What follows belongs to an exercise in optimizing a design on an open flow for small area, a short achievable clock period and few clock cycles; a production flow would make more cautious choices.
At most, simulation tests tie the RTL to the original design; equivalence was not proved.
No functional check of the RTL was part of run 2.
Power and IR drop assume default switching activity.

### flow/config.mk
export PLATFORM = sky130hd
export DESIGN_NAME = upc_decoder
export DESIGN_NICKNAME = upc_decoder
export VERILOG_FILES = /design/flow/design.v
export SDC_FILE = /design/flow/constraint.sdc
export NUM_CORES = 4
export LEC_CHECK = 0
export CAP_MARGIN = 20
export CORE_MARGIN = 2
export CORE_UTILIZATION = 65
export PLACE_DENSITY = 0.8
export SLEW_MARGIN = 20
### flow/constraint.sdc
create_clock -name core_clock -period 11.0 [get_ports {clk}]
set_input_delay 2.2000 -clock core_clock [delete_from_list [all_inputs] [get_ports {clk}]]
set_output_delay 2.2000 -clock core_clock [all_outputs]
set_load 0.01 [all_outputs]
### flow/design.v
module upc_decoder (
    input  wire        clk,
    input  wire        rst,         
    input  wire [2:0]  cmd,
    output wire        done,        
    output wire        ok,          
    output reg  [2:0]  err,         
    output reg  [9:0]  len,         
    output wire [9:0]  bw,          
    output reg         rev,         
    output wire [9:0]  e_win,       
    output wire [9:0]  e_bw,        
    output wire [2:0]  gfail,       
    output reg  [1:0]  e_which,     
    output reg         e_side,      
    output reg  [6:0]  e_val,       
    output reg  [47:0] dig,         
    output reg  [7:0]  csum         
);
    wire [1:0] op = cmd[2:1];
    reg idle, busy, done_r, ok_r;
    assign done = done_r;
    assign ok   = ok_r;
    wire acc_clear = (op == 2'b01) && (idle || done_r);
    wire acc_push  = (op == 2'b10) && idle && !len[9];
    wire acc_start = (op == 2'b11) && idle;
    reg push_q, pix_q, start_q, init_q;
    reg l95;                        
    wire fin;                       
    wire fin_ok;                    
    always @(posedge clk) begin
        if (rst) begin
            idle   <= 1'b1;
            busy   <= 1'b0;
            done_r <= 1'b0;
            ok_r   <= 1'b0;
            len    <= 10'd0;
        end else begin
            if (acc_clear) begin
                done_r <= 1'b0;
                ok_r   <= 1'b0;
                len    <= 10'd0;
            end
            if (acc_push)
                len <= len + 10'd1;
            if (acc_start) begin
                idle <= 1'b0;
                busy <= 1'b1;
            end
            if (busy && fin) begin
                busy   <= 1'b0;
                done_r <= 1'b1;
                ok_r   <= fin_ok;
            end
            if (acc_clear)
                idle <= 1'b1;
        end
        push_q  <= !rst && acc_push;
        pix_q   <= cmd[0];
        start_q <= !rst && acc_start;
        init_q  <= rst || acc_clear;
        l95     <= (len == 10'd95);
    end
    reg m_push;                     
    reg m_res;                      
    reg m_lifo;                     
    reg m_div;                      
    reg m_rot;                      
    reg fbm;                        
    reg [511:0] slb;
    always @(posedge clk) begin
        if (push_q || m_rot)
            slb <= {slb[510:0], push_q ? pix_q : slb[511]};
    end
    reg        lead;                
    reg        lz;                  
    reg [9:0]  w;                   
    reg        w1;                  
    reg [9:0]  nx;                  
    reg        atb;                 
    reg        cm;                  
    reg        wfirst, wmix;
    reg [9:0]  f;                   
    reg        f95;                 
    reg [9:0]  since;               
    reg [9:0]  emix;                
    reg        mix_any, mix39, win9, par;
    reg [9:0]  t;                   
    reg        t0, t1, teq;         
    reg        go;                  
    reg        revr;                
    reg        misal;               
    wire       k39, k9, ks, kc, ke, kx, kl, kr, k94;
    reg        g_s, g_c, g_e;
    reg [6:0]  cw;
    reg        lk, lk_side;
    reg [3:0]  slot;
    reg        unk;
    reg        lkb;
    reg [4:0]  dw;                  
    reg        c10;                 
    function [8:0] kflags;
        input [9:0] v;
        reg a, b, c, d, e, x, l, r, n;
        begin
            a = (v >= 10'd3) && (v <= 10'd9);
            b = (v == 10'd9);
            c = (v <= 10'd2);
            d = (v >= 10'd45) && (v <= 10'd49);
            e = (v >= 10'd92) && (v <= 10'd94);
            x = c ? (v != 10'd1) : d ? (v == 10'd46 || v == 10'd48) : (v != 10'd93);
            l = (v == 10'd9)  || (v == 10'd16) || (v == 10'd23) || (v == 10'd30) ||
                (v == 10'd37) || (v == 10'd44);
            r = (v == 10'd56) || (v == 10'd63) || (v == 10'd70) || (v == 10'd77) ||
                (v == 10'd84) || (v == 10'd91);
            n = (v == 10'd94);
            kflags = {a, b, c, d, e, x, l, r, n};
        end
    endfunction
    wire lifo_last = (t[3:0] == 4'd15);
    wire step = (m_push && push_q) || m_lifo || (m_rot && go);
    wire p    = m_push ? pix_q : m_lifo ? slb[{5'd0, t[3:0]}] : slb[511];
    wire        wstep  = step && !(lead && p);     
    wire        ev     = wstep && cm;              
    wire        val    = atb ? p : wfirst;
    wire        mixed  = !atb && (wmix || (p != wfirst));
    wire [9:0]  f_inc  = f + 10'd1;
    assign {k39, k9, ks, kc, ke, kx, kl, kr, k94} = kflags(f);
    wire [9:0]  nx_inc = nx + 10'd1;
    wire [9:0]  t_inc  = t + 10'd1;
    wire [10:0] nx_sub = {1'b0, nx} - {1'b0, w};
    function [4:0] sym_l;           
        input [6:0] c;
        case (c)
            7'd13: sym_l = 5'h10;  7'd25: sym_l = 5'h11;
            7'd19: sym_l = 5'h12;  7'd61: sym_l = 5'h13;
            7'd35: sym_l = 5'h14;  7'd49: sym_l = 5'h15;
            7'd47: sym_l = 5'h16;  7'd59: sym_l = 5'h17;
            7'd55: sym_l = 5'h18;  7'd11: sym_l = 5'h19;
            default: sym_l = 5'h00;
        endcase
    endfunction
    function [4:0] sym_r;
        input [6:0] c;
        case (c)
            7'd114: sym_r = 5'h10; 7'd102: sym_r = 5'h11;
            7'd108: sym_r = 5'h12; 7'd66:  sym_r = 5'h13;
            7'd92:  sym_r = 5'h14; 7'd78:  sym_r = 5'h15;
            7'd80:  sym_r = 5'h16; 7'd68:  sym_r = 5'h17;
            7'd72:  sym_r = 5'h18; 7'd116: sym_r = 5'h19;
            default: sym_r = 5'h00;
        endcase
    endfunction
    wire [6:0] cw_v   = revr ? {cw[0], cw[1], cw[2], cw[3], cw[4], cw[5], cw[6]} : cw;
    wire       side_v = lk_side ^ revr;            
    wire [4:0] sym_v  = side_v ? sym_r(cw_v) : sym_l(cw_v);
    wire [3:0] pos    = revr ? (4'd11 - slot) : slot;
    wire       w3     = ~(slot[0] ^ revr);
    wire [4:0] dw_n   = w3 ? ({1'b0, sym_v[3:0]} + {sym_v[3:0], 1'b0}) : {1'b0, sym_v[3:0]};
    function c10f;
        input [7:0] s;
        c10f = (s == 8'd0)   || (s == 8'd10)  || (s == 8'd20)  || (s == 8'd30)  ||
               (s == 8'd40)  || (s == 8'd50)  || (s == 8'd60)  || (s == 8'd70)  ||
               (s == 8'd80)  || (s == 8'd90)  || (s == 8'd100) || (s == 8'd110) ||
               (s == 8'd120) || (s == 8'd130) || (s == 8'd140) || (s == 8'd150) ||
               (s == 8'd160) || (s == 8'd170) || (s == 8'd180) || (s == 8'd190) ||
               (s == 8'd200) || (s == 8'd210);
    endfunction
    wire [2:0] gf_v  = revr ? {g_s, g_c, g_e} : {g_e, g_c, g_s};
    reg  [2:0] r_err;
    reg        r_rev;
    reg        r_win;               
    reg        r_g;                 
    reg        r_fb;                
    reg        r_bwt;               
    always @(*) begin
        r_err = 3'd0;
        r_rev = 1'b0;
        r_win = 1'b0;
        r_g   = 1'b0;
        r_fb  = 1'b0;
        r_bwt = 1'b0;
        if (lz) begin
            r_err = 3'd1;
        end else if (!win9) begin
            r_err = 3'd3;
        end else if (mix39) begin
            r_err = 3'd2;
        end else if (!revr) begin
            if (mix_any)            r_err = 3'd2;
            else if (!atb || !f95)  r_err = 3'd3;
            else                    r_g = 1'b1;
        end else begin
            r_rev = 1'b1;
            if (!fbm && t0) begin
                r_err = 3'd1;
            end else if (fbm || (teq && atb)) begin
                r_win = 1'b1;
                if (mix_any)              r_err = 3'd2;
                else if (misal || !f95)   r_err = 3'd3;
                else                      r_g = 1'b1;
            end else if (t1 && !l95) begin
                r_err = 3'd3;       
                r_bwt = 1'b1;
            end else begin
                r_fb = 1'b1;
            end
        end
        if (r_g) begin
            if (gf_v != 3'd0)   r_err = 3'd4;
            else if (unk)       r_err = 3'd5;
            else if (!c10)      r_err = 3'd6;
        end
    end
    wire lifo_hit = m_lifo && ev && mixed;
    wire res_now  = (m_push && start_q) || m_res;
    assign fin    = (res_now && !r_fb) || lifo_hit;
    assign fin_ok = res_now && (r_err == 3'd0);
    assign bw    = w;
    assign e_win = emix;
    assign e_bw  = since;
    assign gfail = {g_e, g_c, g_s};
    integer d;
    always @(posedge clk) begin
        lk  <= 1'b0;
        lkb <= 1'b0;
        c10 <= c10f(csum);
        if (init_q) begin
            err     <= 3'd0;
            rev     <= 1'b0;
            emix    <= 10'd0;
            e_which <= 2'd0;
            e_side  <= 1'b0;
            e_val   <= 7'd0;
            dig     <= 48'd0;
            m_push  <= 1'b1;
            m_res   <= 1'b0;
            m_lifo  <= 1'b0;
            m_div   <= 1'b0;
            m_rot   <= 1'b0;
            fbm     <= 1'b0;
            lead    <= 1'b1;
            lz      <= 1'b1;
            w       <= 10'd0;
            w1      <= 1'b0;
            nx      <= 10'd1;
            atb     <= 1'b1;
            cm      <= 1'b0;
            f       <= 10'd1;
            f95     <= 1'b0;
            since   <= 10'd0;
            mix_any <= 1'b0;
            mix39   <= 1'b0;
            win9    <= 1'b0;
            par     <= 1'b0;
            t       <= 10'd0;
            t0      <= 1'b1;
            t1      <= 1'b0;
            teq     <= 1'b1;
            go      <= 1'b0;
            revr    <= 1'b0;
            misal   <= 1'b0;
            g_s     <= 1'b0;
            g_c     <= 1'b0;
            g_e     <= 1'b0;
            slot    <= 4'd0;
            unk     <= 1'b0;
            csum    <= 8'd0;
        end else begin
            if (step && lead) begin
                if (p) begin
                    w   <= w + 10'd1;
                    w1  <= lz;
                    cm  <= lz;
                    lz  <= 1'b0;
                end else begin
                    lead <= 1'b0;
                end
            end
            if (m_push && push_q) begin
                t   <= pix_q ? t_inc : 10'd0;
                t0  <= !pix_q;
                t1  <= pix_q && t0;
                teq <= pix_q ? (lead || t_inc == w) : lz;
            end
            if (wstep) begin
                atb    <= cm;
                wfirst <= val;
                wmix   <= mixed;
                if (cm) begin
                    nx <= 10'd1;
                    cm <= w1;
                end else begin
                    nx <= nx_inc;
                    cm <= (nx_inc == w);
                end
            end
            if (ev) begin
                f <= f_inc;
                f95 <= k94;
                if (mixed) begin
                    mix_any <= 1'b1;
                    since   <= 10'd0;
                    if (!mix_any || (m_push && k39 && !mix39))
                        emix <= f;
                    if (m_push && k39)
                        mix39 <= 1'b1;
                end else begin
                    since <= since + 10'd1;
                end
                if (m_push && k39)
                    par <= par ^ val;
                if (m_push && k9) begin
                    win9 <= 1'b1;
                    revr <= ~(par ^ val);
                end
                if (ks && val != kx) g_s <= 1'b1;
                if (kc && val != kx) g_c <= 1'b1;
                if (ke && val != kx) g_e <= 1'b1;
                cw <= {cw[5:0], val};
                if (kl || kr) begin
                    lk      <= 1'b1;
                    lk_side <= kr;
                end
            end
            if (lk) begin
                for (d = 0; d < 12; d = d + 1)
                    if (pos == d[3:0]) dig[4*d +: 4] <= sym_v[3:0];
                if (!sym_v[4] && (revr || !unk)) begin
                    unk    <= 1'b1;
                    e_side <= side_v;
                    e_val  <= cw_v;
                end
                dw   <= dw_n;
                lkb  <= 1'b1;
                slot <= slot + 4'd1;
            end
            if (lkb)
                csum <= csum + {3'd0, dw};
            if (res_now) begin
                m_push <= 1'b0;
                m_res  <= 1'b0;
                if (r_fb) begin
                    m_lifo  <= (len[9:4] != 6'd0);
                    m_div   <= (len[9:4] == 6'd0);
                    nx      <= (len[9:4] == 6'd0) ? len : 10'd1;
                    w       <= t;
                    w1      <= t1;
                    cm      <= t1;
                    lead    <= 1'b0;
                    atb     <= 1'b1;
                    f       <= 10'd0;
                    f95     <= 1'b0;
                    mix_any <= 1'b0;
                    t       <= 10'd0;
                end else begin
                    lkb     <= 1'b0;            
                    err     <= r_err;
                    rev     <= r_rev;
                    revr    <= r_rev;
                    emix    <= (r_err != 3'd2) ? 10'd0 : (r_win ? since : emix);
                    since   <= (r_err == 3'd2) ? w : 10'd0;
                    if (r_bwt) w <= t;
                    if (!r_g) begin
                        g_s <= 1'b0;
                        g_c <= 1'b0;
                        g_e <= 1'b0;
                    end else if (revr) begin
                        g_s <= g_e;
                        g_e <= g_s;
                    end
                    e_which <= (r_err != 3'd4) ? 2'd0 :
                               gf_v[0] ? 2'd0 : gf_v[1] ? 2'd1 : 2'd2;
                    if (r_err != 3'd5) begin
                        e_side <= 1'b0;
                        e_val  <= 7'd0;
                    end
                    if (r_err != 3'd0 && r_err != 3'd6) begin
                        dig  <= 48'd0;
                        csum <= 8'd0;
                    end
                end
            end
            if (m_lifo) begin
                t <= t_inc;
                if (lifo_hit) begin
                    m_lifo  <= 1'b0;
                    lk      <= 1'b0;
                    lkb     <= 1'b0;
                    err     <= 3'd2;
                    rev     <= 1'b1;
                    emix    <= f;
                    since   <= w;
                    g_s     <= 1'b0;
                    g_c     <= 1'b0;
                    g_e     <= 1'b0;
                    e_which <= 2'd0;
                    e_side  <= 1'b0;
                    e_val   <= 7'd0;
                    dig     <= 48'd0;
                    csum    <= 8'd0;
                end else if (lifo_last) begin
                    m_lifo <= 1'b0;
                    m_div  <= 1'b1;
                    nx     <= len;
                end
            end
            if (m_div) begin
                if (!nx_sub[10]) begin
                    nx <= nx_sub[9:0];
                end else begin
                    m_div   <= 1'b0;
                    m_rot   <= 1'b1;
                    misal   <= (nx != 10'd0);
                    emix    <= 10'd512 - len + nx;     
                    go      <= len[9] && (nx == 10'd0);
                    t       <= 10'd0;                   
                    fbm     <= 1'b1;
                    atb     <= 1'b1;
                    cm      <= w1;
                    nx      <= 10'd1;
                    f       <= 10'd0;
                    f95     <= 1'b0;
                    since   <= 10'd0;
                    mix_any <= 1'b0;
                    g_s     <= 1'b0;
                    g_c     <= 1'b0;
                    g_e     <= 1'b0;
                    slot    <= 4'd0;
                    unk     <= 1'b0;
                    csum    <= 8'd0;
                end
            end
            if (m_rot) begin
                t <= t_inc;
                if (t_inc == emix) go <= 1'b1;
                if (t == 10'd511) begin
                    m_rot <= 1'b0;
                    m_res <= 1'b1;
                end
            end
        end
    end
endmodule
### flow/flow/run.sh
#!/bin/bash
# Standard layout (the standard.sh: the standard synthesis and ORFS flow),
# with the port buffers as buf_2 cells, repair_timing asked for more setup
# margin than the clock period needs, and no dummy loads in the clock tree.
# The constraints are the design's.
set -euo pipefail
bash standard.sh \
  "SETUP_SLACK_MARGIN=7.6" \
  "BUFFER_PORTS_ARGS=-buffer_cell sky130_fd_sc_hd__buf_2" \
  "CTS_ARGS=-sink_clustering_enable -repair_clock_nets -dont_use_dummy_load" \
  finish > make_finish.log 2>&1
### flow/standard.sh
#!/bin/bash
# synth_recipe.tcl (not shown) runs the flow's synth.tcl, then flattens the netlist and writes it again
# the make line also repeats each setting of config.mk as NAME=value (left out here)
make -C /OpenROAD-flow-scripts/flow DESIGN_CONFIG=/design/flow/config.mk WORK_HOME=/design/flow/orfs CLKGATE_MAP_FILE= SYNTH_SCRIPT=/design/flow/synth_recipe.tcl "${@:-finish}"
==> results of run 1 <==
==> cells by family after synthesis <==
kind of cell	count (synthesis)	synth area share [%]
buffers and inverters	141	2.29
multiplexers	50	1.87
AND/OR/NAND/NOR	530	9.52
adder cells (fa/ha/maj)	52	2.49
AO/OA/AOI/OAI	349	9.20
XOR/XNOR	110	3.52
flip-flops	709	71.1
==> Yosys cell counts, drive strengths merged, types with 9 or more instances <==
cell | count | share of area (%)
edfxtp | 527 | 58
nor2 | 197 | 2.7
dfxtp | 182 | 13
nand2 | 94 | 1.3
a21oi | 75 | 1.4
xnor2 | 64 | 2.0
a211oi | 62 | 1.9
clkbuf | 61 | 0.84
inv | 53 | 0.73
ha | 48 | 2.2
o21ai | 46 | 0.84
xor2 | 46 | 1.5
nor3 | 44 | 0.86
nand3 | 42 | 0.79
mux2i | 40 | 1.5
buf | 26 | 0.71
nand4 | 24 | 0.55
nor2b | 23 | 0.53
nor4 | 17 | 0.39
a21o | 16 | 0.44
a31oi | 16 | 0.37
a22oi | 15 | 0.41
and3 | 14 | 0.32
nand2b | 14 | 0.32
and2 | 13 | 0.31
o22ai | 12 | 0.27
nand3b | 11 | 0.36
nor3b | 11 | 0.34
a221oi | 10 | 0.32
mux2 | 10 | 0.41
o21a | 9 | 0.25
==> through the flow <==
| step | utilization (%) | total power [mW] | hold slack [ns] | std cells |
|---|---|---|---|---|
| after detailed placement | 67.9 | 3.02 | 0.405 | 2523 |
| after floorplan | - | 3.01 | 0.400 | 1941 |
| after CTS | 72.3 | 4.98 | 0.392 | 2595 |
| final | 72.8 | 4.94 | 0.392 | 2612 |
| after global placement | 67.9 | 3.02 | 0.402 | 2523 |
| after global routing | 72.8 | 5.07 | 0.408 | 2612 |
==> per-layer routing <==
layer / global-route usage [%] / vias to the layer above
li1: - / 7497
met3: 4.42 / 108
met5: 0 / -
met2: 37.6 / 616
met4: 8.25 / 0
met1: 38.0 / 7905
==> repair_timing <==
item,CTS,global route
hold buffers,0,0
buffers inserted,2,14
setup endpoints to repair,336,346
gates resized for setup,53,34
pin swaps,3,3
cloned,2,3
==> worst reg2reg max path, cell delays in order (launching register included) <==
cell,delay (ns)
edfxtp_1,0.51
nor2b_1,0.22
mux2_2,0.36
mux2_2,0.30
o221ai_1,0.21
a41oi_1,0.21
nand3_1,0.13
o21a_2,0.19
inv_1,0.10
ha_1,0.31
a21o_1,0.16
a21oi_1,0.17
xor2_1,0.16
nor2_1,0.05
==> how the worst max path moves through the flow <==
stage	from	endpoint
final	emix[4]	e_win[4]
after global routing	cw[1]	dw[4]
after CTS	cw[2]	dw[4]
after detailed placement	revr	dw[4]
after global placement	revr	dw[4]
after floorplan	m_rot	slb[0]
==> power groups by stage <==
stage          sequential (mW)  clock [mW]  combinational (mW)
4_1_cts                   2.87        2.02              0.0949
3_5_place_dp              2.93           0              0.0926
3_3_place_gp              2.93           0              0.0896
6_report                  2.87        1.97              0.0975
2_1_floorplan             2.93           0              0.0703
5_1_grt                   2.87        2.10               0.106
==> area by class of cell <==
cell class	count	area, um2
multi-input cells	1096	7430
clock buffers	68	1700
flip-flops and latches	709	19600
inverters	54	209
fillers	2639	11300
repair buffers	146	847
well taps	539	674
==> impl_metrics.toml, run 1 <==
[sta]
finalMaxSlewViolations = 0
tns_ns = 0
hold_viol = 0
max_slew_margin_pct = 33.8
tightest_slew_ns = 0.993
rsz0062_at_grt = "yes"
max_freq_mhz = 296
setup_slack_ns = 7.62
fin_skew_ns = 0.0432
min_period_ns = 3.38
setup_viol = 0
fin_crit_sh_pct = 30.8

[global_routing]
track_usage_pct = 25.2
grt_pass1_vias = 15100
overflow = 0
antenna_found_initial = 0
grt_pass1_wl_um = 85200
grt_max_degree = 215

[clock_network]
clk_latency_ns = 0.61
cts_root_buf = "clkbuf_16"
cts_tree = "built"
clk_pin_slew_ns = 0.06
htree_num_levels = 3
numCtsBuffers = 68
clockBufferDepth = 3
cts_sinks = 709

[synth]
synth-seq-cells = 709
syn_nets = 1998
synth_edf_count = 527
synthCells = 1941
synth_seq_area_share_pct = 71.1
ys_warn_count = 1
synth_flop_cell = "edfxtp_1"
synth_area_per_cell_um2 = 14.1
synth_cell_types = 93
async_flop_share_pct = 0
synth_area_um2 = 27400

[placed_design]
io_buffers = 119
place_hpwl_um = 32700
place_area_um2 = 28300
gp_congestion = 0.905
preCtsSetupSlack_ns = 6.83

[critical_path]
critical_path_class = "flop to output port"
slowest_stage = "dfxtp_1"
r2r_end = "dw[4]"
critical_path.max_stage_delay_ns = 0.45
cp.arrival_ns = 1.18
path_max_fanout = 3
r2r_start = "cw[1]"
path_depth = 1
end_kind = "output port"
critPathRequiredTime_ns = 8.80
worst-r2r-setup-slack_ns = 7.67
path_buf_inv = 1
ff2ff_path_depth = 13
start_kind = "flop"
worstPathCellList = "buf_2"
crit_family = "flip-flops"

[power_and_ir_drop]
power_density_nw_per_um2 = 162
p_leak_nw = 8.88
p_seq_share_pct = 58.1
switching_power_uw = 967
p_int_mw = 3.97
swShare_pct = 19.6
pwr-share-clk_pct = 39.9
vdd_drop_max_mv = 0.130
combPwrFrac_pct = 2.0

[cells_and_area]
top_regs = "slb: 512 flops, dig: 48 flops"
fin_nets = 2132
syn_to_final_growth_pct = 11.1
fin_area_um2 = 30400
layout-drive-gt1-share_pct = 16.1
layout_commonest_cell = "edfxtp_1"
final_cell_mix = "edfxtp_1 (527), nor2_1 (195), dfxtp_1 (136)"
top_register = "slb"
n_antenna_cell = 0
largest_reg_flops = 512

[detailed_routing]
drtPass1Iterations = 6
vias = 16100
routed_wl_um = 55500
route.met3.wl_um = 3660
met2RoutedLength_um = 25000
drt_iter0_drc = 1681
route.top_layer_used = "met4"
met1Wirelength_um = 25400
wl_per_cell_um = 21.3
detail-route-antenna-nets = 0
route.detailed.drc = 0
viasPerCell = 6.17

[min_path]
hold_depth = 0
hold_end = "slb[40]"
worstHoldStart = "slb[39]"
worstHoldPathType = "flop to flop"

[die]
initial_core_util_pct = 65.6
pin_count = 120
die_h_um = 209
core_area_um2 = 41800
die_x_um = 209
dieArea_um2 = 43800
rows = 75

[status]
status = "complete, no violations"

[run]
max_cap_violations = 0
Testbench counts, summed over its fixed seeds: cycles 47,240.
==> run 2: changes to the inputs <==
--- a/flow/design.v
+++ b/flow/design.v
@@ -27,3 +27,3 @@
     reg push_q, pix_q, start_q, init_q;
-    reg l95;                        
+    wire l95 = (len == 10'd95);
     wire fin;                       
@@ -61,3 +61,2 @@
         init_q  <= rst || acc_clear;
-        l95     <= (len == 10'd95);
     end
@@ -88,3 +87,5 @@
     reg [9:0]  t;                   
-    reg        t0, t1, teq;         
+    wire       t0  = (t == 10'd0);
+    wire       t1  = (t == 10'd1);
+    wire       teq = (t == w);
     reg        go;                  
@@ -256,5 +257,2 @@
             t       <= 10'd0;
-            t0      <= 1'b1;
-            t1      <= 1'b0;
-            teq     <= 1'b1;
             go      <= 1'b0;
@@ -281,5 +279,2 @@
                 t   <= pix_q ? t_inc : 10'd0;
-                t0  <= !pix_q;
-                t1  <= pix_q && t0;
-                teq <= pix_q ? (lead || t_inc == w) : lz;
             end
==> run 2 against run 1 <==
Effect of this change:
- still clean on timing, DRC and antenna
- cell area increased by 2.5%
- register-to-register slack worse by 0.04 ns
- sequential share of layout area shrank 1.7 points
- clock skew increased by 0.018 ns
- critical path depth did not move
- critical path type unchanged
==> impl_metrics.toml, run 2 <==
[critical_path]
crit_start = "emix[5]"
critPathRequiredTime_ns = 8.80
slowest_stage = "dfxtp_2"
r2r_end = "dw[2]"
cp.arrival_ns = 1.18
critical_path_class = "flop to output port"
critical_path.max_stage_delay_ns = 0.44
worst-r2r-setup-slack_ns = 7.63
start_kind = "flop"
r2r_start = "cw[5]"
path_max_fanout = 4
path_depth = 1
worstPathCellList = "buf_2"
path_buf_inv = 1
crit_family = "flip-flops"
cp-endpoint = "e_win[5]"
ff2ff_path_depth = 11
end_kind = "output port"

[power_and_ir_drop]
power_density_nw_per_um2 = 160
p_leak_nw = 9.36
vdd_drop_max_mv = 0.161

[sta]
tns_ns = 0
finalMaxSlewViolations = 0
hold_viol = 0
fin_crit_sh_pct = 30.7
min_period_ns = 3.38
tightest_slew_ns = 1.42
setup_viol = 0
rsz0062_at_grt = "no"
max_slew_margin_pct = 4.84
fin_skew_ns = 0.0617
max_freq_mhz = 296
whs_ns = 0.370

[synth]
synth_flop_cell = "edfxtp_1"
synth_top_area_share_pct = 57.5
synth_edf_count = 527
synthTopCellsByCount = "edfxtp_1 (527), nor2_1 (181), dfxtp_1 (178)"
synthCells = 1959
ys_warn_count = 1
synth.most_common_cell = "edfxtp_1"
syn_nets = 2017
synth_area_um2 = 27500
synth_top_area_cell = "edfxtp_1"
async_flop_share_pct = 0
synth-seq-cells = 705
synthTopCellsByArea = "edfxtp_1 (57%), dfxtp_1 (13%), mux2i_1 (2.7%), nor2_1 (2.5%), xnor2_1 (2.3%)"
synth_cell_types = 86
synth_seq_area_share_pct = 70.4
synth_area_per_cell_um2 = 14.0

[detailed_routing]
viasPerCell = 6.33
drtPass1Iterations = 8
wl_per_cell_um = 22.5
route.detailed.drc = 0
vias = 16900
routed_wl_um = 59800
detail-route-antenna-nets = 0
drt_iter0_drc = 1810

[clock_network]
htree_num_levels = 3
cts_tree = "built"
clk_latency_ns = 0.61
cts_root_buf = "clkbuf_16"
cts_hold_buf = 0
clockBufferDepth = 3
numCtsBuffers = 69
clk_pin_slew_ns = 0.06
cts_sinks = 705

[global_routing]
grt_max_degree = 256
overflow = 0
grt_pass1_wl_um = 90200
antenna_found_initial = 0
grt_pass1_vias = 16100
track_usage_pct = 26.7

[die]
dieArea_um2 = 44000
pin_count = 120
rows = 75
initial_core_util_pct = 65.8
die_x_um = 210
core_area_um2 = 41900
die_h_um = 210

[placed_design]
io_buffers = 119
place_hpwl_um = 34200
gp_congestion = 0.939

[min_path]
worstHoldPathType = "flop to flop"
hold_depth = 0
worstHoldStart = "slb[445]"

[run]
max_cap_violations = 0

[status]
status = "complete, no violations"

[cells_and_area]
final_cell_mix = "edfxtp_1 (527), nor2_1 (179), dfxtp_1 (122)"
n_antenna_cell = 0
syn_to_final_growth_pct = 13.3
layout-drive-gt1-share_pct = 18.3
layout_commonest_cell = "edfxtp_1"
top_regs = "slb: 512 flops, dig: 48 flops"
top_register = "slb"
largest_reg_flops = 512
fin_nets = 2183
run 2: cell types whose count changed in the layout (fill, tap and decap cells not counted), moves of 7 or more:
cell	before	now
and3_1	14	22
a211oi_1	50	25
a211oi_2	11	0
dfxtp_4	13	20
o2bb2ai_1	8	16
xnor2_1	64	71
nor2_1	195	179
or3_1	3	14
nor4_1	17	10
nand4_1	24	15
buf_4	22	54
mux2i_1	38	71
dfxtp_1	136	122
run 2: layer usage:
metal	track usage, %	vias to the layer above	wire [um]
li1	-	7630	-
met2	40.6	766	27000
met4	11.0	0	2440
met3	5.18	195	4480
met1	38.4	8268	25800
met5	0	-	0
run 2: repair_timing:
action                                  CTS  global route
resized for setup                        87            55
endpoints found under the setup margin  180           118
gates cloned                              0             1
pin swaps                                 0             7
buffers inserted                         37            15
run 2: area by class of cell:
type | count | area [um2]
Tap cell | 539 | 674
Inverter | 53 | 199
Multi-Input combinational cell | 1113 | 7940
Fill cell | 2635 | 10700
Sequential cell | 705 | 19500
Timing Repair Buffer | 183 | 1140
Clock buffer | 69 | 1730
run 2: how the worst min path moves through the flow:
| stage | to | slack (ns) |
|---|---|---|
| after global placement | slb[319] | 0.40 |
| after floorplan | slb[100] | 0.40 |
| after CTS | slb[446] | 0.37 |
| after detailed placement | slb[120] | 0.40 |
| final | slb[446] | 0.37 |
| after global routing | slb[446] | 0.37 |
run 2: report_power, final:
part	switching, mW	internal, mW
clock network	0.896	1.10
registers	0.0129	2.85
logic	0.0852	0.0330
run 2: per-stage QoR:
stage / total power, mW / area (um2) / worst slack, ns / cells / utilization (%)
2_1_floorplan: 3.00 / 27500 / 6.49 / 1959 / -
3_3_place_gp: 3.02 / 28500 / 6.93 / 2539 / 68.2
3_5_place_dp: 3.03 / 28500 / 6.75 / 2539 / 68.2
4_1_cts: 5.01 / 30800 / 7.59 / 2645 / 73.5
5_1_grt: 5.12 / 31200 / 7.56 / 2662 / 74.5
6_report: 4.98 / 31200 / 7.62 / 2662 / 74.5
run 2: cells by family (layout without fill, tap and decap cells):
| group | count (synthesis) | after routing | share of synthesized area, % |
|---|---|---|---|
| DFF | 705 | 705 | 70.4 |
| and+or+nand+nor | 526 | 527 | 9.37 |
| AOI/OAI and AO/OA | 327 | 327 | 8.38 |
| buffers and inverters | 142 | 305 | 2.05 |
| xor gates and xnor gates | 117 | 117 | 3.72 |
| muxes | 89 | 89 | 3.51 |
| adders and majority gates | 53 | 53 | 2.52 |
==> run 3: changes to the inputs <==
--- a/flow/design.v
+++ b/flow/design.v
@@ -23,7 +23,8 @@
     assign ok   = ok_r;
-    wire acc_clear = (op == 2'b01) && (idle || done_r);
-    wire acc_push  = (op == 2'b10) && idle && !len[9];
-    wire acc_start = (op == 2'b11) && idle;
-    reg push_q, pix_q, start_q, init_q;
-    wire l95 = (len == 10'd95);
+    wire acc_clear = !rst && (op == 2'b01) && (idle || done_r);
+    wire acc_push  = !rst && (op == 2'b10) && idle && !len[9];
+    wire acc_start = !rst && (op == 2'b11) && idle;
+    wire init      = rst || acc_clear;
+    wire pix       = cmd[0];
+    reg l95;                        
     wire fin;                       
@@ -47,5 +48,5 @@
                 idle <= 1'b0;
-                busy <= 1'b1;
+                busy <= !fin;
             end
-            if (busy && fin) begin
+            if ((busy || acc_start) && fin) begin
                 busy   <= 1'b0;
@@ -57,6 +58,6 @@
         end
-        push_q  <= !rst && acc_push;
-        pix_q   <= cmd[0];
-        start_q <= !rst && acc_start;
-        init_q  <= rst || acc_clear;
+        if (rst || acc_clear)
+            l95 <= 1'b0;
+        else if (acc_push)
+            l95 <= (len == 10'd94);
     end
@@ -70,4 +71,4 @@
     always @(posedge clk) begin
-        if (push_q || m_rot)
-            slb <= {slb[510:0], push_q ? pix_q : slb[511]};
+        if (acc_push || m_rot)
+            slb <= {slb[510:0], m_rot ? slb[511] : pix};
     end
@@ -87,5 +88,3 @@
     reg [9:0]  t;                   
-    wire       t0  = (t == 10'd0);
-    wire       t1  = (t == 10'd1);
-    wire       teq = (t == w);
+    reg        t0, t1, teq;         
     reg        go;                  
@@ -93,3 +92,3 @@
     reg        misal;               
-    wire       k39, k9, ks, kc, ke, kx, kl, kr, k94;
+    reg        k39, k9, ks, kc, ke, kx, kl, kr, k94;
     reg        g_s, g_c, g_e;
@@ -120,5 +119,5 @@
     endfunction
-    wire lifo_last = (t[3:0] == 4'd15);
-    wire step = (m_push && push_q) || m_lifo || (m_rot && go);
-    wire p    = m_push ? pix_q : m_lifo ? slb[{5'd0, t[3:0]}] : slb[511];
+    wire lifo_last = (t == 10'd15) || (t + 10'd1 == len);
+    wire step = (m_push && acc_push) || m_lifo || (m_rot && go);
+    wire p    = m_push ? pix : m_lifo ? slb[{5'd0, t[3:0]}] : slb[511];
     wire        wstep  = step && !(lead && p);     
@@ -128,6 +127,5 @@
     wire [9:0]  f_inc  = f + 10'd1;
-    assign {k39, k9, ks, kc, ke, kx, kl, kr, k94} = kflags(f);
+    wire [8:0]  kn     = kflags(f_inc);
     wire [9:0]  nx_inc = nx + 10'd1;
     wire [9:0]  t_inc  = t + 10'd1;
-    wire [10:0] nx_sub = {1'b0, nx} - {1'b0, w};
     function [4:0] sym_l;           
@@ -216,3 +214,3 @@
     wire lifo_hit = m_lifo && ev && mixed;
-    wire res_now  = (m_push && start_q) || m_res;
+    wire res_now  = (m_push && acc_start) || m_res;
     assign fin    = (res_now && !r_fb) || lifo_hit;
@@ -228,10 +226,3 @@
         c10 <= c10f(csum);
-        if (init_q) begin
-            err     <= 3'd0;
-            rev     <= 1'b0;
-            emix    <= 10'd0;
-            e_which <= 2'd0;
-            e_side  <= 1'b0;
-            e_val   <= 7'd0;
-            dig     <= 48'd0;
+        if (init) begin
             m_push  <= 1'b1;
@@ -250,2 +241,3 @@
             f       <= 10'd1;
+            {k39, k9, ks, kc, ke, kx, kl, kr, k94} <= kflags(10'd1);
             f95     <= 1'b0;
@@ -257,2 +249,5 @@
             t       <= 10'd0;
+            t0      <= 1'b1;
+            t1      <= 1'b0;
+            teq     <= 1'b1;
             go      <= 1'b0;
@@ -277,4 +272,7 @@
             end
-            if (m_push && push_q) begin
-                t   <= pix_q ? t_inc : 10'd0;
+            if (m_push && acc_push) begin
+                t   <= pix ? t_inc : 10'd0;
+                t0  <= !pix;
+                t1  <= pix && t0;
+                teq <= pix ? (lead || t_inc == w) : lz;
             end
@@ -294,2 +292,3 @@
                 f <= f_inc;
+                {k39, k9, ks, kc, ke, kx, kl, kr, k94} <= kn;
                 f95 <= k94;
@@ -338,5 +337,3 @@
                 if (r_fb) begin
-                    m_lifo  <= (len[9:4] != 6'd0);
-                    m_div   <= (len[9:4] == 6'd0);
-                    nx      <= (len[9:4] == 6'd0) ? len : 10'd1;
+                    m_lifo  <= 1'b1;
                     w       <= t;
@@ -344,2 +341,3 @@
                     cm      <= t1;
+                    nx      <= 10'd1;
                     lead    <= 1'b0;
@@ -347,2 +345,3 @@
                     f       <= 10'd0;
+                    {k39, k9, ks, kc, ke, kx, kl, kr, k94} <= kflags(10'd0);
                     f95     <= 1'b0;
@@ -403,4 +402,4 @@
             if (m_div) begin
-                if (!nx_sub[10]) begin
-                    nx <= nx_sub[9:0];
+                if (nx >= w) begin
+                    nx <= nx - w;
                 end else begin
@@ -417,2 +416,3 @@
                     f       <= 10'd0;
+                    {k39, k9, ks, kc, ke, kx, kl, kr, k94} <= kflags(10'd0);
                     f95     <= 1'b0;
@@ -430,3 +430,6 @@
                 t <= t_inc;
-                if (t_inc == emix) go <= 1'b1;
+                if (!go) begin
+                    if (emix == 10'd1) go <= 1'b1;
+                    emix <= emix - 10'd1;
+                end
                 if (t == 10'd511) begin
==> flow/flow/run.sh (replaced) <==
#!/bin/bash
# Standard layout (the standard.sh: the standard synthesis and ORFS flow),
# with the port buffers as buf_2 cells and repair_timing asked for more setup
# margin than the clock period needs. The constraints are the design's.
set -euo pipefail
bash standard.sh \
  "SETUP_SLACK_MARGIN=7.5" \
  "BUFFER_PORTS_ARGS=-buffer_cell sky130_fd_sc_hd__buf_2" \
  finish > make_finish.log 2>&1
--- a/flow/config.mk
+++ b/flow/config.mk
@@ -9,4 +9,4 @@
 export CORE_MARGIN = 2
-export CORE_UTILIZATION = 65
-export PLACE_DENSITY = 0.8
+export CORE_UTILIZATION = 40
+export CTS_CLUSTER_SIZE = 30
 export SLEW_MARGIN = 20
==> run 3 against run 2 <==
Effect of this change:
- area after synthesis up 6.1%
- total power up 18%
- sequential share of layout area decreased by 7.6 points
- sequential power up 4%
- clock power increased by 31%
- via count is 13% higher
==> impl_metrics.toml, run 3 <==
[synth]
synth_cell_types = 84
synthCells = 2127
synthTopCellsByCount = "edfxtp_1 (599), nor2_1 (221), nand2_1 (134)"
synth_edf_count = 599
synth_top_area_share_pct = 61.6
synth_area_per_cell_um2 = 13.7
synthTopCellsByArea = "edfxtp_1 (62%), dfxtp_1 (7.9%), nor2_1 (2.8%), xnor2_1 (2.4%), mux2i_1 (2.3%)"
synth_flop_cell = "edfxtp_1"
synth_area_um2 = 29200
syn_nets = 2187
synth_seq_area_share_pct = 69.5
synth.most_common_cell = "edfxtp_1"
synth_top_area_cell = "edfxtp_1"
async_flop_share_pct = 0
synth-seq-cells = 714
ys_warn_count = 1

[critical_path]
critical_path_class = "input pin to flop"
worst-r2r-setup-slack_ns = 7.40
path_buf_inv = 2
path_max_fanout = 6
crit_family = "simple AND/OR/NAND/NOR gates"
critical_path.max_stage_delay_ns = 0.39
start_kind = "input pin"
end_kind = "flop"
ff2ff_path_depth = 9
critPathRequiredTime_ns = 11.34
slowest_stage = "or3_4"
r2r_start = "t[0]"
crit_start = "rst"
cp.arrival_ns = 4.18
cp-endpoint = "emix[5]"
worstPathCellList = "buf_12, or3_4, o31ai_4, nand2_2, nor2_4, buf_8, nand3_4, mux2_4, a211oi_2, o21ai_1"
r2r_end = "nx[9]"
path_depth = 10

[global_routing]
met2_usage_pct = 26.5
track_usage_pct = 17.9
overflow = 0
use_met3_pct = 3.26
top_usage_layer = "met2"
grt_max_degree = 94
grt_pass1_wl_um = 105000
grt_use_met1_pct = 25.5
antenna_found_initial = 0
grt_pass1_vias = 17800

[die]
die_h_um = 274
core_area_um2 = 72600
pin_count = 120
initial_core_util_pct = 40.2
dieArea_um2 = 75200
die_x_um = 274
rows = 99

[cells_and_area]
layout_commonest_cell = "edfxtp_1"
n_antenna_cell = 0
final_cell_mix = "edfxtp_1 (599), nor2_1 (168), buf_4 (134)"
syn_to_final_growth_pct = 27.0
layout-drive-gt1-share_pct = 28.0
nFillCells = 6063
final_util_pct = 51.1
top_regs = "slb: 512 flops, dig: 48 flops"
top_register = "slb"
largest_reg_flops = 512
fin_area_um2 = 37100
fin_nets = 2511

[sta]
setup_slack_ns = 7.16
max_slew_margin_pct = 31.9
tightest_slew_ns = 0.996
setup_viol = 0
min_period_ns = 3.84
max_freq_mhz = 260
finalMaxSlewViolations = 0
fin_crit_sh_pct = 34.9
tns_ns = 0
fin_skew_ns = 0.0377
hold_viol = 0
rsz0062_at_grt = "yes"

[power_and_ir_drop]
p_leak_nw = 11.5
vdd_drop_max_mv = 0.106
finalPower_mw = 5.86
power_density_nw_per_um2 = 158

[placed_design]
preCtsSetupSlack_ns = 5.24
place_hpwl_um = 40000
place_area_um2 = 30800
io_buffers = 119
gp_congestion = 0.902

[clock_network]
cts_hold_buf = 0
clk_pin_slew_ns = 0.06
cts_tree = "built"
cts_sinks = 714
clockBufferDepth = 3
numCtsBuffers = 75
htree_num_levels = 3
clk_latency_ns = 0.63
cts_root_buf = "clkbuf_16"

[min_path]
worstHoldPathType = "flop to flop"

[detailed_routing]
viasPerCell = 5.51
vias = 19100
wl_per_cell_um = 21.0
detail-route-antenna-nets = 0
route.detailed.drc = 0
drt_iter0_drc = 1617
routed_wl_um = 72900
drtPass1Iterations = 10

[run]
max_cap_violations = 0

[status]
status = "complete, no violations"
## run 3: report_power, final
group          total [mW]  switching, mW  internal (mW)
clock                2.63           1.07           1.56
sequential           2.97         0.0210           2.95
combinational       0.264          0.145          0.118
## run 3: worst reg2reg max path: cells and delay by family (launching register included)
family                 cells  cell delay [ns]
flip-flops                 1             0.55
AO/OA/AOI/OAI              3             0.78
AND/OR/NAND/NOR            2             0.79
buffers and inverters      1             0.18
multiplexers               3             1.23
## run 3: layout make-up
| class | count | area [um2] | share of cell area, % |
|---|---|---|---|
| repair buffers | 351 | 3510 | 9.46 |
| well taps | 959 | 1200 | 3.24 |
| flip-flops and latches | 714 | 20400 | 54.9 |
| clock buffers | 98 | 2010 | 5.41 |
| inverters | 55 | 223 | 0.601 |
| clock inverters | 39 | 562 | 1.51 |
| multi-input cells | 1254 | 9210 | 24.8 |
## run 3: layer usage
| metal | up-vias | part of all wire, % |
|---|---|---|
| met4 | 0 | 3.7 |
| li1 | 8679 | - |
| met1 | 9547 | 45 |
| met3 | 181 | 6.2 |
| met5 | - | 0 |
| met2 | 710 | 45 |
## run 3: stage by stage
step | hold slack [ns] | std cells
floorplan | 0.400 | 2127
global placement | 0.401 | 3109
detailed placement | 0.405 | 3109
CTS | 0.404 | 3340
global route | 0.400 | 3470
finish | 0.399 | 3470
## run 3: what timing repair did
action,4_1_cts,5_1_grt
pin swaps,35,65
endpoints found under the setup margin,760,574
cloned,19,39
resized for setup,183,171
setup buffers,75,91
## run 3: cell families (layout without fill, tap and decap cells)
family                     count (synthesis)  after routing  synth area share [%]
DFF                                      714            714                  69.5
and+or+nand+nor                          620            627                  10.1
AOI/OAI and AO/OA                        355            361                  8.51
buffers and inverters                    172            543                  2.43
xor gates and xnor gates                 123            123                  3.69
muxes                                     88             88                  3.33
adders and majority gates                 55             55                  2.46
## run 3: worst min-delay path by stage
| stage | start | to | slack, ns | cells past startpoint |
|---|---|---|---|---|
| 6_report | slb[261] | slb[262] | 0.40 | 0 |
| 4_1_cts | slb[281] | slb[282] | 0.40 | 0 |
| 3_3_place_gp | slb[368] | slb[369] | 0.40 | 0 |
| 5_1_grt | slb[261] | slb[262] | 0.40 | 0 |
| 3_5_place_dp | slb[236] | slb[237] | 0.40 | 0 |
| 2_1_floorplan | slb[99] | slb[100] | 0.40 | 0 |
Testbench counts of run 3, summed over its fixed seeds: cycles 47,080.
==> run 4: changes to the inputs <==
--- a/flow/config.mk
+++ b/flow/config.mk
@@ -10,3 +10,2 @@
 export CORE_UTILIZATION = 40
-export CTS_CLUSTER_SIZE = 30
 export SLEW_MARGIN = 20
==> run 4 against run 3 <==
Effect of this change:
- setup slack did not move
- clock skew did not move
- fmax did not move
- utilization did not move
- total power did not move
- sequential power barely moved
- count of clock-buffer cells in the layout did not move
- global-route usage did not move
- largest cell class unchanged
- clock power barely moved
- synthesized cell count did not move
- die area did not move
- via count did not move
==> impl_metrics.toml, run 4 <==
[global_routing]
track_usage_pct = 17.9
grt_pass1_wl_um = 105000
grt_max_degree = 94
grt_pass1_vias = 17800
overflow = 0
antenna_found_initial = 0

[synth]
syn_nets = 2187
ys_warn_count = 1
synth_area_um2 = 29200
synthCells = 2127
synth_top_area_share_pct = 61.6
synthTopCellsByCount = "edfxtp_1 (599), nor2_1 (221), nand2_1 (134)"
synthTopCellsByArea = "edfxtp_1 (62%), dfxtp_1 (7.9%), nor2_1 (2.8%), xnor2_1 (2.4%), mux2i_1 (2.3%)"
synth-seq-cells = 714
synth_top_area_cell = "edfxtp_1"
async_flop_share_pct = 0
synth_edf_count = 599
synth_flop_cell = "edfxtp_1"
synth.most_common_cell = "edfxtp_1"
synth_cell_types = 84
synth_area_per_cell_um2 = 13.7
synth_seq_area_share_pct = 69.5

[detailed_routing]
met2RoutedLength_um = 32500
drtPass1Iterations = 10
routed_wl_um = 72900
met1Wirelength_um = 33100
drt_iter0_drc = 1617
viasPerCell = 5.51
detail-route-antenna-nets = 0
wl_per_cell_um = 21.0
route.met3.wl_um = 4530
route.top_layer_used = "met4"
vias = 19100
route.detailed.drc = 0

[clock_network]
clk_latency_ns = 0.63
numCtsBuffers = 75
clockBufferDepth = 3
cts_root_buf = "clkbuf_16"
cts_sinks = 714
htree_num_levels = 3
cts_tree = "built"
clk_pin_slew_ns = 0.06

[sta]
whs_ns = 0.399
max_slew_margin_pct = 31.9
fin_skew_ns = 0.0377
finalMaxSlewViolations = 0
max_freq_mhz = 260
tightest_slew_ns = 0.996
setup_slack_ns = 7.16
setup_viol = 0
tns_ns = 0
min_period_ns = 3.84
hold_viol = 0
fin_crit_sh_pct = 34.9
rsz0062_at_grt = "yes"

[power_and_ir_drop]
p_leak_nw = 11.5
p_int_mw = 4.63
switching_power_mw = 1.23
combPwrFrac_pct = 4.5
power_density_nw_per_um2 = 158
pwr-share-clk_pct = 44.9
vdd_drop_max_mv = 0.106
swShare_pct = 21.0
p_seq_share_pct = 50.6

[cells_and_area]
final_cell_mix = "edfxtp_1 (599), nor2_1 (168), buf_4 (134)"
fin_nets = 2511
top_register = "slb"
largest_reg_flops = 512
final_util_pct = 51.1
stdcell_count = 3470
layout_commonest_cell = "edfxtp_1"
top_regs = "slb: 512 flops, dig: 48 flops"
n_antenna_cell = 0
layout-drive-gt1-share_pct = 28.0
syn_to_final_growth_pct = 27.0
nFillCells = 6063

[status]
status = "complete, no violations"

[die]
die_x_um = 274
initial_core_util_pct = 40.2
pin_count = 120
die_h_um = 274
core_area_um2 = 72600
dieArea_um2 = 75200
rows = 99

[placed_design]
place_hpwl_um = 40000
io_buffers = 119
placed_cells = 3109
preCtsSetupSlack_ns = 5.24
gp_congestion = 0.902

[critical_path]
path_max_fanout = 6
critPathRequiredTime_ns = 11.34
cp.arrival_ns = 4.18
critical_path_class = "input pin to flop"
end_kind = "flop"
start_kind = "input pin"

[run]
max_cap_violations = 0

[min_path]
worstHoldPathType = "flop to flop"
[run 4: cell counts in the layout (fill, tap and decap cells not counted)]
No cell type changed its count.
[run 4: layer usage]
layer | track usage (%) | up-vias
met5 | 0 | -
met1 | 25.5 | 9547
li1 | - | 8679
met4 | 8.14 | 0
met3 | 3.26 | 181
met2 | 26.5 | 710
[run 4: metrics by stage]
stage / power, mW / area (um2)
final: 5.86 / 37100
after CTS: 5.87 / 34900
after global placement: 3.19 / 30800
after detailed placement: 3.19 / 30800
after global routing: 6.05 / 37100
after floorplan: 3.14 / 29300
[run 4: cell families after synthesis]
group,synth area share (%)
flops,69.5
buf+inv,2.43
fa+ha+maj,2.46
simple gates,10.1
compound gates,8.51
mux,3.33
xor+xnor,3.69
[run 4: cell type report]
class / instances / area [um2] / share of cell area (%)
clock buffer: 98 / 2010 / 5.41
clock inverter: 39 / 562 / 1.51
inverter: 55 / 223 / 0.601
multi-input combinational: 1254 / 9210 / 24.8
sequential: 714 / 20400 / 54.9
tap: 959 / 1200 / 3.24
timing repair buffer: 351 / 3510 / 9.46
[run 4: power by group through the flow]
| stage | Clock [mW] | Combinational, mW | Sequential [mW] |
|---|---|---|---|
| floorplan | 0 | 0.100 | 3.04 |
| global placement | 0 | 0.158 | 3.03 |
| detailed placement | 0 | 0.163 | 3.03 |
| CTS | 2.69 | 0.211 | 2.97 |
| global route | 2.80 | 0.282 | 2.97 |
| finish | 2.63 | 0.264 | 2.97 |
[run 4: repair_timing]
action | 4_1_cts | 5_1_grt
setup buffers | 75 | 91
cloned | 19 | 39
hold buffers | 0 | 0
resized for setup | 183 | 171
pin swaps | 35 | 65
endpoints found under the setup margin | 760 | 574
hold endpoints to repair | 0 | 0
[run 4: worst paths after layout]
path,slack [ns],depth (start not counted),end,startpoint
setup reg to reg,7.40,9,nx[9],t[0]
hold reg to reg,0.40,0,slb[262],slb[261]
hold / removal,0.40,0,slb[262],slb[261]
setup / recovery,7.16,10,emix[5],rst
[run 4: worst max-delay path, stage by stage]
cell and delay [ns]:
buf_12 0.10, or3_4 0.39, o31ai_4 0.30, nand2_2 0.11
nor2_4 0.12, buf_8 0.14, nand3_4 0.16, mux2_4 0.38
a211oi_2 0.19, o21ai_1 0.08

[port drivers added, routing unchanged]
In the flow no input, the clock included, has a driving cell. The finished layouts below were timed again as built, in two steps. Step 1 (the two cells are an assumption about what drives the block):
set clk [get_ports {clk}]
set_driving_cell -lib_cell sky130_fd_sc_hd__clkbuf_16 $clk
set_driving_cell -lib_cell sky130_fd_sc_hd__buf_2 [delete_from_list [all_inputs] $clk]
Step 2 also shifts input and output timing later by t, the mid clock arrival at the registers, as if the neighbouring blocks saw the same clock. a / b / c = no drivers / after step 1 / after step 2; a / b = the first two.
| run | shift t [ns] | slack for setup (ns) | worst hold slack (ns) | clock arrival spread, ns | cell pins on the clock port's net |
|---|---|---|---|---|---|
| run 1 | 0.637 | 7.616 / 7.559 / 7.177 | 0.392 / 0.392 / 0.392 | 0.061 / 0.061 | 1 |
| run 2 | 0.635 | 7.622 / 7.563 / 7.297 | 0.370 / 0.370 / 0.370 | 0.065 / 0.065 | 1 |
| run 3 | 0.670 | 7.161 / 7.127 / 6.457 | 0.399 / 0.399 / 0.399 | 0.038 / 0.037 | 1 |
| run 4 | 0.670 | 7.161 / 7.127 / 6.457 | 0.399 / 0.399 / 0.399 | 0.038 / 0.037 | 1 |
After both steps every run listed still meets setup and hold.
